From an optimization exercise on the open Yosys and OpenROAD flow, aimed at small area; shortcuts taken in it are not production practice. Only simulation tests tie the RTL to the original design; equivalence was not proved. Power figures rest on the tool's default switching activity, not on a simulated workload.

JK:
Design servo_xcvr, start of the top module:
module servo_xcvr (
    input  wire         clk,
    input  wire         rst,           
    input  wire         host_we,
    input  wire [5:0]   host_addr,
    input  wire [7:0]   host_wdata,
    output reg  [7:0]   host_rdata,
    output wire         tp_req,
    output wire         tp_op,         
    output reg  [4:0]   tp_len,        
    output wire [127:0] tp_wdata,      
    input  wire         tp_ack,
    input  wire         tp_err,
    input  wire [4:0]   tp_cnt,        
    input  wire [95:0]  tp_rdata,      
    input  wire [15:0]  now_ms
);
    localparam [2:0] S_IDLE   = 3'd0;
    localparam [2:0] S_SEND   = 3'd1;
    localparam [2:0] S_ECHO   = 3'd2;
    localparam [2:0] S_HEADER = 3'd3;
    localparam [2:0] S_BODY   = 3'd4;
    reg  [2:0]   state;
    reg          done, rejected, reply_exp;
    reg  [7:0]   result;
    reg  [7:0]   req_id, req_cmd, req_np;
    reg  [79:0]  req_p;
    reg  [3:0]   tx_L;           
    reg  [7:0]   tx_id, tx_cmd;  
    reg  [87:0]  tx_b;           
    reg  [7:0]   rxcnt;
    reg  [127:0] rxbuf;
    reg  [4:0]   echo_rem;
    reg  [4:0]   exp_len;
    reg  [15:0]  deadline;
    integer i;
    wire busy     = |state;
    wire tx_valid = |tx_L;
  ...
Size in the first run: ~2900 cells after synthesis, about 280 I/O pins, roughly 0.025 mm² of cells after synthesis.
==> flow/config.mk <==
export PLATFORM = sky130hd
export DESIGN_NAME = servo_xcvr
export DESIGN_NICKNAME = servo_xcvr
export VERILOG_FILES = /design/flow/design.v
export SDC_FILE = /design/flow/constraint.sdc
export NUM_CORES = 4
export LEC_CHECK = 0
export CAP_MARGIN = 20
export CORE_MARGIN = 2
export CORE_UTILIZATION = 40
export SLEW_MARGIN = 20
==> flow/constraint.sdc <==
create_clock -name core_clock -period 30.0 [get_ports {clk}]
set_input_delay 6.0000 -clock core_clock [delete_from_list [all_inputs] [get_ports {clk}]]
set_output_delay 6.0000 -clock core_clock [all_outputs]
set_load 0.01 [all_outputs]
standard.sh (not shown) runs the stock make flow with config.mk's settings and CLKGATE_MAP_FILE= SYNTH_SCRIPT=/design/flow/synth_recipe.tcl, a recipe that flattens the netlist after the stock synthesis.
==> flow/flow/run.sh <==
#!/bin/bash
# Layout flow: the standard synthesis, then an area-oriented re-mapping of
# its combinational logic (registers kept as they are: same instances, names
# and cells), then the standard ORFS steps from floorplan to finish.
# Port buffers use the smallest buffer cell; CTS uses clkbuf_4 without
# dummy loads.
set -euo pipefail
export BUFFER_PORTS_ARGS="-buffer_cell sky130_fd_sc_hd__buf_1"
export CTS_ARGS="-sink_clustering_enable -repair_clock_nets -buf_list sky130_fd_sc_hd__clkbuf_4 -dont_use_dummy_load"

R=$PWD/orfs/results/$FLOW_PLATFORM/servo_xcvr/base
LIB=$FLOW_HOME/platforms/$FLOW_PLATFORM/lib/sky130_fd_sc_hd__tt_025C_1v80.lib

bash standard.sh synth > standard_synth.log 2>&1
cp $R/1_2_yosys.v $PWD/std_synth.v

sed -e "s#@LIB@#$LIB#g" -e "s#@IN@#$PWD/std_synth.v#g" -e "s#@OUT@#$PWD/remap.v#g" -e "s#@ABC@#$PWD/flow/abc_area.script#g" \
    flow/remap.ys.in > remap.ys
yosys -l remap.log -q remap.ys > remap.stdout 2>&1

cp $PWD/remap.v $R/1_2_yosys.v
rm -f $R/1_synth.odb $R/1_synth.sdc
bash standard.sh synth > standard_synth2.log 2>&1
bash standard.sh > standard.log 2>&1
==> flow/flow/abc_area.script <==
strash; &get -n; &deepsyn -T 60; &put; dch -f; amap; mfs2; strash; dc2; dch -f; amap
==> flow/flow/remap.ys.in <==
# Re-map the combinational logic of the standard synthesis for area.
# Flip-flop and full-adder cells are kept as instances (keep_hierarchy), so every
# register keeps its instance name and cell type.
read_liberty -ignore_miss_func @LIB@
read_verilog @IN@
hierarchy -top servo_xcvr
setattr -mod -set keep_hierarchy 1 sky130_fd_sc_hd__*df* sky130_fd_sc_hd__fa_*
flatten
opt_clean
tee -o remap_stat_before.txt stat -liberty @LIB@
abc -liberty @LIB@ -dont_use *probe* -dont_use *lpflow* -script @ABC@
opt_clean -purge
setundef -zero
hilomap -singleton -hicell sky130_fd_sc_hd__conb_1 HI -locell sky130_fd_sc_hd__conb_1 LO
insbuf -buf sky130_fd_sc_hd__buf_4 A X
splitnets
opt_clean -purge
tee -o remap_stat_after.txt stat -liberty @LIB@
select servo_xcvr
write_verilog -noattr -nohex -nodec -selected @OUT@
JK went all the way through the flow, and no timing, DRC or antenna check failed.
> inputs changed (JK -> MS)
diff --git a/flow/flow/run.sh b/flow/flow/run.sh
--- a/flow/flow/run.sh
+++ b/flow/flow/run.sh
@@ -4,3 +4,3 @@
 # and cells), then the standard ORFS steps from floorplan to finish.
-# Port buffers use the smallest buffer cell; CTS uses clkbuf_4 without
+# Port buffers use the smallest buffer cell; CTS uses clkbuf_4 in clusters of at most 7 sinks, without
 # dummy loads.
@@ -8,3 +8,3 @@
 export BUFFER_PORTS_ARGS="-buffer_cell sky130_fd_sc_hd__buf_1"
-export CTS_ARGS="-sink_clustering_enable -repair_clock_nets -buf_list sky130_fd_sc_hd__clkbuf_4 -dont_use_dummy_load"
+export CTS_ARGS="-sink_clustering_enable -repair_clock_nets -buf_list sky130_fd_sc_hd__clkbuf_4 -sink_clustering_size 7 -sink_clustering_max_diameter 40 -dont_use_dummy_load"
 
### Flow results
- In the metrics for MS and JK, the one carrying the higher maximum clock skew at final layout is MS.
- Setup slack up 0.10 ns in MS wrt JK
- For the areal power density over the cells, MS came in 0.94% lower than JK did.
- Any difference in synthesized area between JK and MS is small enough to ignore.
- Summary of MS over JK: final core area utilization now sits lower, post-cts sizing count held, sequential share of layout area shows an increase of 0.31 points.
diff inputs: MS => AL
- GPL_TIMING_DRIVEN now 0, previously not set
- CORE_UTILIZATION now 50, was 40
diff --git a/flow/flow/run.sh b/flow/flow/run.sh
--- a/flow/flow/run.sh
+++ b/flow/flow/run.sh
@@ -8,2 +8,3 @@
 export BUFFER_PORTS_ARGS="-buffer_cell sky130_fd_sc_hd__buf_1"
+export REMOVE_ABC_BUFFERS=1
 export CTS_ARGS="-sink_clustering_enable -repair_clock_nets -buf_list sky130_fd_sc_hd__clkbuf_4 -sink_clustering_size 7 -sink_clustering_max_diameter 40 -dont_use_dummy_load"
==> flow/flow/abc_area.script <==
strash; dc2; &get -n; &deepsyn -T 60; &put; dch -f; amap; mfs2; strash; dc2; dch -f; amap; mfs2; strash; dc2; dch -f; amap
Notes after the runs:
- [AL] fraction of area in non-clock buffers fell 0.54 points relative to MS
- Re setup total negative slack: no difference whatsoever between MS and AL.
- Compared with MS, in AL proportion of cell area occupied by registers +0.59 points; largest incremental delay on the critical path shows a reduction of 0.19 ns; power +5.7%; total length of routed wires went down 17000 µm.
- Row logic gate share of total power: AL higher / MS lower
- Between MS and AL, clock network latency to the later pin of the worst-skew pair decreased.
- Between MS and AL, power drawn by the sequential cells increased.

servo_xcvr, a different RTL version from the one above (not shown whole).
For scale: roughly 3,300 cells after synthesis, roughly 280 I/O pins, about 0.026 sq mm of cells after synthesis.
==> flow/config.mk <==
export PLATFORM = sky130hd
export DESIGN_NAME = servo_xcvr
export DESIGN_NICKNAME = servo_xcvr
export VERILOG_FILES = /design/flow/design.v
export SDC_FILE = /design/flow/constraint.sdc
export NUM_CORES = 4
export LEC_CHECK = 0
export CAP_MARGIN = 20
export CORE_MARGIN = 2
export CORE_UTILIZATION = 40
export CTS_BUF_LIST = sky130_fd_sc_hd__clkbuf_4
export SLEW_MARGIN = 20
==> flow/constraint.sdc <==
create_clock -name core_clock -period 30.0 [get_ports {clk}]
set_input_delay 6.0000 -clock core_clock [delete_from_list [all_inputs] [get_ports {clk}]]
set_output_delay 6.0000 -clock core_clock [all_outputs]
set_load 0.01 [all_outputs]
==> flow/flow/run.sh <==
#!/bin/bash
# Layout flow: the standard synthesis, then an area-oriented re-mapping of
# its combinational logic (registers kept as they are: same instances, names
# and cells), then the standard ORFS steps from floorplan to finish.
# Port buffers use the smallest buffer cell; CTS uses clkbuf_4 without
# dummy loads.
set -euo pipefail
export BUFFER_PORTS_ARGS="-buffer_cell sky130_fd_sc_hd__buf_1"
export CTS_ARGS="-sink_clustering_enable -repair_clock_nets -buf_list sky130_fd_sc_hd__clkbuf_4 -dont_use_dummy_load"

R=$PWD/orfs/results/$FLOW_PLATFORM/servo_xcvr/base
LIB=$FLOW_HOME/platforms/$FLOW_PLATFORM/lib/sky130_fd_sc_hd__tt_025C_1v80.lib

bash standard.sh synth > standard_synth.log 2>&1
cp $R/1_2_yosys.v $PWD/std_synth.v

sed -e "s#@LIB@#$LIB#g" -e "s#@IN@#$PWD/std_synth.v#g" -e "s#@OUT@#$PWD/remap.v#g" \
    flow/remap.ys.in > remap.ys
yosys -l remap.log -q remap.ys > remap.stdout 2>&1

cp $PWD/remap.v $R/1_2_yosys.v
rm -f $R/1_synth.odb $R/1_synth.sdc
bash standard.sh synth > standard_synth2.log 2>&1
bash standard.sh > standard.log 2>&1
==> flow/flow/remap.ys.in <==
# Re-map the combinational logic of the standard synthesis for area.
# Flip-flop cells are kept as instances (keep_hierarchy), so every
# register keeps its instance name and cell type.
read_liberty -ignore_miss_func @LIB@
read_verilog @IN@
hierarchy -top servo_xcvr
setattr -mod -set keep_hierarchy 1 sky130_fd_sc_hd__*df*
flatten
opt_clean
tee -o remap_stat_before.txt stat -liberty @LIB@
abc -liberty @LIB@ -dont_use *probe* -dont_use *lpflow* -script +strash;dch,-f;amap;mfs2;strash;dch,-f;amap
opt_clean -purge
setundef -zero
hilomap -singleton -hicell sky130_fd_sc_hd__conb_1 HI -locell sky130_fd_sc_hd__conb_1 LO
insbuf -buf sky130_fd_sc_hd__buf_4 A X
splitnets
opt_clean -purge
tee -o remap_stat_after.txt stat -liberty @LIB@
select servo_xcvr
write_verilog -noattr -nohex -nodec -selected @OUT@
The first run finished with timing, DRC and antenna clean.
Change:
--- a/flow/flow/run.sh
+++ b/flow/flow/run.sh
@@ -5 +5 @@
-# Port buffers use the smallest buffer cell; CTS uses clkbuf_4 without
+# Port buffers use the smallest buffer cell; CTS uses clkbuf_2 without
@@ -9 +9 @@
-export CTS_ARGS="-sink_clustering_enable -repair_clock_nets -buf_list sky130_fd_sc_hd__clkbuf_4 -dont_use_dummy_load"
+export CTS_ARGS="-sink_clustering_enable -repair_clock_nets -buf_list sky130_fd_sc_hd__clkbuf_2 -dont_use_dummy_load"
@@ -17 +17 @@
-sed -e "s#@LIB@#$LIB#g" -e "s#@IN@#$PWD/std_synth.v#g" -e "s#@OUT@#$PWD/remap.v#g" \
+sed -e "s#@LIB@#$LIB#g" -e "s#@IN@#$PWD/std_synth.v#g" -e "s#@OUT@#$PWD/remap.v#g" -e "s#@ABC@#$PWD/flow/abc_area.script#g" \
==> flow/flow/abc_area.script (new file) <==
strash; &get -n; &deepsyn -T 60; &put; dch -f; amap; mfs2; strash; dc2; dch -f; amap
--- a/flow/flow/remap.ys.in
+++ b/flow/flow/remap.ys.in
@@ -11 +11 @@
-abc -liberty @LIB@ -dont_use *probe* -dont_use *lpflow* -script +strash;dch,-f;amap;mfs2;strash;dch,-f;amap
+abc -liberty @LIB@ -dont_use *probe* -dont_use *lpflow* -script @ABC@
- CAP_MARGIN: 20 -> 5
- CTS_BUF_LIST: sky130_fd_sc_hd__clkbuf_4 -> unset
- SLEW_MARGIN: 20 -> 5
Global-route usage rose by 0.55 points.
Wire length came out lower slightly.
Worst setup slack gains 0.38 ns.

-- re-timing with driven ports --
How much do the figures lean on ideal ports? The routed layouts below were timed once more, with nothing changed but the port constraints. Step 1 (the two cells are an assumption about what drives the block):
set clk [get_ports {clk}]
set_driving_cell -lib_cell sky130_fd_sc_hd__clkbuf_16 $clk
set_driving_cell -lib_cell sky130_fd_sc_hd__buf_2 [delete_from_list [all_inputs] $clk]
Step 2 also shifts input and output timing later by t, the mid clock arrival at the registers, as if the neighbouring blocks saw the same clock. Slacks: no drivers / after step 1 / after step 2; pairs: no drivers / after step 1.
run | t, ns | setup WS [ns] | clock arrival spread, ns | worst register clock-pin slew, ns | worst slew at a driven data input, ns
JK | 0.926 | 12.245 / 12.174 / 11.247 | 0.145 / 0.145 | 0.08 / 0.08 | 0.13
MS | 0.905 | 12.349 / 12.302 / 11.397 | 0.150 / 0.150 | 0.10 / 0.10 | 0.11
AL | 0.886 | 9.535 / 9.558 / 8.672 | 0.123 / 0.122 | 0.10 / 0.10 | 0.07
the first run of note 2 | 0.933 | 12.784 / 12.760 / 12.760 | 0.080 / 0.081 | 0.07 / 0.07 | 0.10
the second run of note 2 | 1.169 | 13.166 / 13.144 / 13.144 | 0.160 / 0.161 | 0.11 / 0.11 | 0.11
After both steps every run listed still meets setup and hold. The setup slack of JK, which loses most, moves by -0.071 ns with the drivers and by -0.998 ns with both steps.
